Background: an optimization exercise with open tools, aiming at small area. Do not read the settings as production practice.
At most, simulation tests tie the RTL to the original design; equivalence was not proved.
Power and IR drop assume default switching activity.

## remimo_core
module remimo_core (
    input  wire        clk,
    input  wire        rst,         
    output wire        mem_req,
    output wire        mem_we,
    output wire [15:0] mem_addr,
    output wire [15:0] mem_wdata,
    input  wire        mem_ready,
    input  wire [15:0] mem_rdata,
    output wire        halted,
    output wire [1:0]  cause,       
    output wire [15:0] pc,
    output wire [15:0] r0,
    output wire [15:0] r1,
    output wire [15:0] r2,
    output wire [15:0] r3,
    output wire [3:0]  flags        
);
make LEC_CHECK=0 ABC_AREA=1 CAP_MARGIN=20 CORE_MARGIN=2 CORE_UTILIZATION=40 SLEW_MARGIN=20 finish   # period 10.0 ns
run.sh (not shown) runs the stock make flow with config.mk's settings and CLKGATE_MAP_FILE= SYNTH_SCRIPT=/design/flow/synth_recipe.tcl, a recipe that flattens the netlist after the stock synthesis.
Change:
ABC_AREA = unset   (was 1)
Outcome:
- wire length decreases by 2.8%
- hold slack barely changes
- fmax goes down by 15%
- global-route usage drops by 0.85 points
- sequential share of layout area is about the same
- total power came out lower by 19%
- die area came out higher by 0.45%
- cell count is lower by 13%
- design area hardly moves
- critical path depth goes up by 10
Change:
ABC_AREA = 1   (was unset)
CTS_BUF_LIST = sky130_fd_sc_hd__clkbuf_4   (was unset)
After rerunning:
- The changed run produced a clean layout
- fmax grows by roughly a tenth
- via count grows by a little under a tenth
- total power grows by roughly a tenth
- clock skew grows by 0.013 ns
- synthesized cell count grows by about a fifth
- worst setup slack is better by 0.57 ns
- final area shrinks by a few percent
No functional check of the RTL was part of any run of this note.


## run A
Another version of the RTL of remimo_core (not shown whole).
Size: roughly 120 flip-flops, about 140 I/O pins, ~5900 µm² of cells after synthesis.
clock: 10.0 ns
lec_check: 0
abc_area: 1
cap_margin: 20
core_margin: 2
core_utilization: 40
slew_margin: 20
standard.sh (not shown) runs the stock make flow with config.mk's settings and CLKGATE_MAP_FILE= SYNTH_SCRIPT=/design/flow/synth_recipe.tcl, a recipe that flattens the netlist after the stock synthesis.
==> flow/flow/run.sh <==
#!/bin/bash
# Standard ORFS layout (the standard.sh) with two changes to how it is built:
# every port is buffered by the smallest buffer cell, and the clock tree uses
# small buffers, larger sink clusters and no dummy loads.
set -euo pipefail
export BUFFER_PORTS_ARGS="-buffer_cell sky130_fd_sc_hd__buf_1"
export CTS_ARGS="-sink_clustering_enable -repair_clock_nets -buf_list sky130_fd_sc_hd__clkbuf_4 -dont_use_dummy_load -sink_clustering_size 20 -sink_clustering_max_diameter 60"
bash standard.sh > standard_flow.log 2>&1
Run A: full flow OK, the timing, design-rule and antenna checks passed
Input-level comparison between run B and run A:
==> flow/flow/run.sh <==
#!/bin/bash
# The standard ORFS layout (standard.sh), built with these changes:
#  - synthesis: the standard flow's own synthesis script, but Yosys's abc maps the logic
#    with flow/area.abc (an area-oriented script) and adders are left to abc;
#    the registers, their names and cell types are those of the standard
#    synthesis.
#  - every port is buffered with the smallest buffer cell;
#  - the clock tree uses small buffers and no dummy loads.
# Each tool's output goes to its own log here and under orfs/logs.
set -euo pipefail
W=$PWD
export BUFFER_PORTS_ARGS="-buffer_cell sky130_fd_sc_hd__buf_1"
export CTS_ARGS="-sink_clustering_enable -repair_clock_nets -buf_list sky130_fd_sc_hd__clkbuf_4 -dont_use_dummy_load -sink_clustering_size 20 -sink_clustering_max_diameter 60"
{
  head -n 1 synth_recipe.tcl
  echo "proc abc {args} { set i [lsearch -exact \$args -script]; if {\$i >= 0} { lset args [expr {\$i + 1}] $W/flow/area.abc }; yosys abc {*}\$args }"
  tail -n +2 synth_recipe.tcl
} > flow_synth.tcl
sed "s#SYNTH_SCRIPT=[^ ]*#SYNTH_SCRIPT=$W/flow_synth.tcl ADDER_MAP_FILE=#" standard.sh > flow_standard.sh
bash flow_standard.sh > standard_flow.log 2>&1
==> flow/flow/area.abc (new file) <==
strash
&get -n
&fraig -x
&put
scorr
dc2
dretime
strash
&get -n
&dch -f
&nf -R 1000
&put
Results
Of run A and run B, the lower total wire length belongs to run B.
The power per standard cell area in run B sits 3.6% above the value recorded for run A.
Run B ended with less met1 capacity usage during global routing than run A.
Biggest cell delay along the critical path (lower): run A
Compared run B against run A; number of clock buffers in the layout within noise.
Total number of cells along the worst setup path: run B > run A
Run comparison: run B launching instance or port of the critical path state[1]; run A launching instance or port of the critical path state[0]
Changes observed in run B relative to run A: routed length per placed instance went down by 1.1%, multiplexer fraction of the synthesized cell area shows an increase of 4.3 points.
Relative to run B, the following input files were edited for run C:
- CORE_UTILIZATION: 40 -> 65
### Flow results
- Compared with run B, run C shows a higher met3 demand-to-capacity share in global routing.
- Run C vs. run B: share of the final layout cell area in sequential cells increased by 0.78 points relative to the old numbers; post-place instance area -1.4%.


remimo_core with an RTL version that a note above also has.
Size in the first run: roughly 630 cells after synthesis, roughly 120 flip-flops, about 140 I/O pins, ~6000 um^2 of cells after synthesis.
## remimo_core
module remimo_core (
    input  wire        clk,
    input  wire        rst,         
    output wire        mem_req,
    output wire        mem_we,
    output wire [15:0] mem_addr,
    output wire [15:0] mem_wdata,
    input  wire        mem_ready,
    input  wire [15:0] mem_rdata,
    output wire        halted,
    output wire [1:0]  cause,       
    output wire [15:0] pc,
    output wire [15:0] r0,
    output wire [15:0] r1,
    output wire [15:0] r2,
    output wire [15:0] r3,
    output wire [3:0]  flags        
);
    localparam S_INIT  = 3'd0;
    localparam S_FETCH = 3'd1;
    localparam S_EXEC  = 3'd2;
    localparam S_ACC   = 3'd3;
    localparam S_P2    = 3'd4;
    localparam S_REST  = 3'd5;
    localparam S_HALT  = 3'd6;
    localparam S_LS1   = 3'd7;
    reg [2:0]  state;
    reg [1:0]  cause_q;
    reg [3:0]  cnt;
    reg [15:0] pc_q, t;
    reg [15:0] x0, x1, x2, x3;
    reg [1:0]  lrd, lrs;
    reg        lst;                  
    reg        c;                    
    reg        pcc;                  
    reg        fc, fn, fv, fz;
    wire init  = (state == S_INIT);
    wire fetch = (state == S_FETCH);
    wire exec  = (state == S_EXEC);
    wire acc   = (state == S_ACC);
    wire p2    = (state == S_P2);
    wire rest  = (state == S_REST);
    wire ls1   = (state == S_LS1);
    wire [3:0] op     = t[15:12];
  ...
export LEC_CHECK = 0
export ABC_AREA = 1
export CAP_MARGIN = 20
export CORE_MARGIN = 2
export CORE_UTILIZATION = 40
export CTS_BUF_LIST = sky130_fd_sc_hd__clkbuf_4
export SLEW_MARGIN = 20
create_clock -name core_clock -period 10.0 [get_ports {clk}]
==> flow/flow/run.sh <==
#!/bin/bash
# Standard ORFS layout, with every port buffered by the smallest buffer cell.
set -euo pipefail
export BUFFER_PORTS_ARGS="-buffer_cell sky130_fd_sc_hd__buf_1"
bash standard.sh > standard_flow.log 2>&1
Change:
==> flow/flow/run.sh (replaced) <==
#!/bin/bash
# Standard ORFS layout (the standard.sh) with two changes to how it is built:
# every port is buffered by the smallest buffer cell, and the clock tree uses
# small buffers, larger sink clusters and no dummy loads.
set -euo pipefail
export BUFFER_PORTS_ARGS="-buffer_cell sky130_fd_sc_hd__buf_1"
export CTS_ARGS="-sink_clustering_enable -repair_clock_nets -buf_list sky130_fd_sc_hd__clkbuf_8 -dont_use_dummy_load -sink_clustering_size 30 -sink_clustering_max_diameter 100"
bash standard.sh > standard_flow.log 2>&1
Settings changed: CTS_BUF_LIST sky130_fd_sc_hd__clkbuf_4 to default.
Outcome: Worst setup slack improves by 0.11 ns. Sequential cell count does not change. Fmax increases by 3.2%. Power falls by 2.2%. Final cell count goes down by 1.5%. Critical path depth does not change.
Change:
--- a/flow/flow/run.sh
+++ b/flow/flow/run.sh
@@ -7 +7 @@
-export CTS_ARGS="-sink_clustering_enable -repair_clock_nets -buf_list sky130_fd_sc_hd__clkbuf_8 -dont_use_dummy_load -sink_clustering_size 30 -sink_clustering_max_diameter 100"
+export CTS_ARGS="-sink_clustering_enable -repair_clock_nets -buf_list sky130_fd_sc_hd__clkbuf_4 -dont_use_dummy_load -sink_clustering_size 20 -sink_clustering_max_diameter 60"
After rerunning: Routed wire length is lower by 0.32%. Via count is about the same. Cell count does not change. Register-to-register slack barely changes. Hold slack is better by 0.0037 ns. Die area is unchanged. Global-route usage hardly moves.
No functional check of the RTL was part of any run of this note.

re-timing with driven ports:
The flow's constraints put no driver on any port. The routed layouts listed below were extracted and timed again, unchanged, in two steps.
Step 1 (the two cells are an assumption about what drives the block):
set clk [get_ports {clk}]
set_driving_cell -lib_cell sky130_fd_sc_hd__clkbuf_16 $clk
set_driving_cell -lib_cell sky130_fd_sc_hd__buf_2 [delete_from_list [all_inputs] $clk]
Step 2, shift: input delay + t, output delay - t, t = (earliest + latest rising clock arrival at the registers) / 2. This alone moves slack from input paths to output paths.
Three values: ideal ports, drivers, drivers and shift; two values: the first two.
| run | shift t [ns] | slack for setup (ns) | latest minus earliest clock arrival (ns) |
|---|---|---|---|
| the first run of note 1 | 0.450 | 5.990 / 5.949 / 6.250 | 0.010 / 0.011 |
| the second run of note 1 | 0.447 | 5.291 / 5.291 / 5.291 | 0.008 / 0.008 |
| the third run of note 1 | 0.564 | 5.859 / 5.823 / 6.268 | 0.021 / 0.021 |
| run A | 0.553 | 6.059 / 6.023 / 6.184 | 0.035 / 0.036 |
| run B | 0.551 | 5.687 / 5.687 / 5.687 | 0.050 / 0.050 |
| run C | 0.521 | 5.609 / 5.609 / 5.609 | 0.033 / 0.032 |
| the first run of note 3 | 0.554 | 6.261 / 6.226 / 6.423 | 0.020 / 0.020 |
| the second run of note 3 | 0.466 | 6.375 / 6.337 / 6.416 | 0.031 / 0.031 |
| the third run of note 3 | 0.552 | 6.285 / 6.248 / 6.431 | 0.047 / 0.046 |
After both steps every run listed still meets setup and hold.
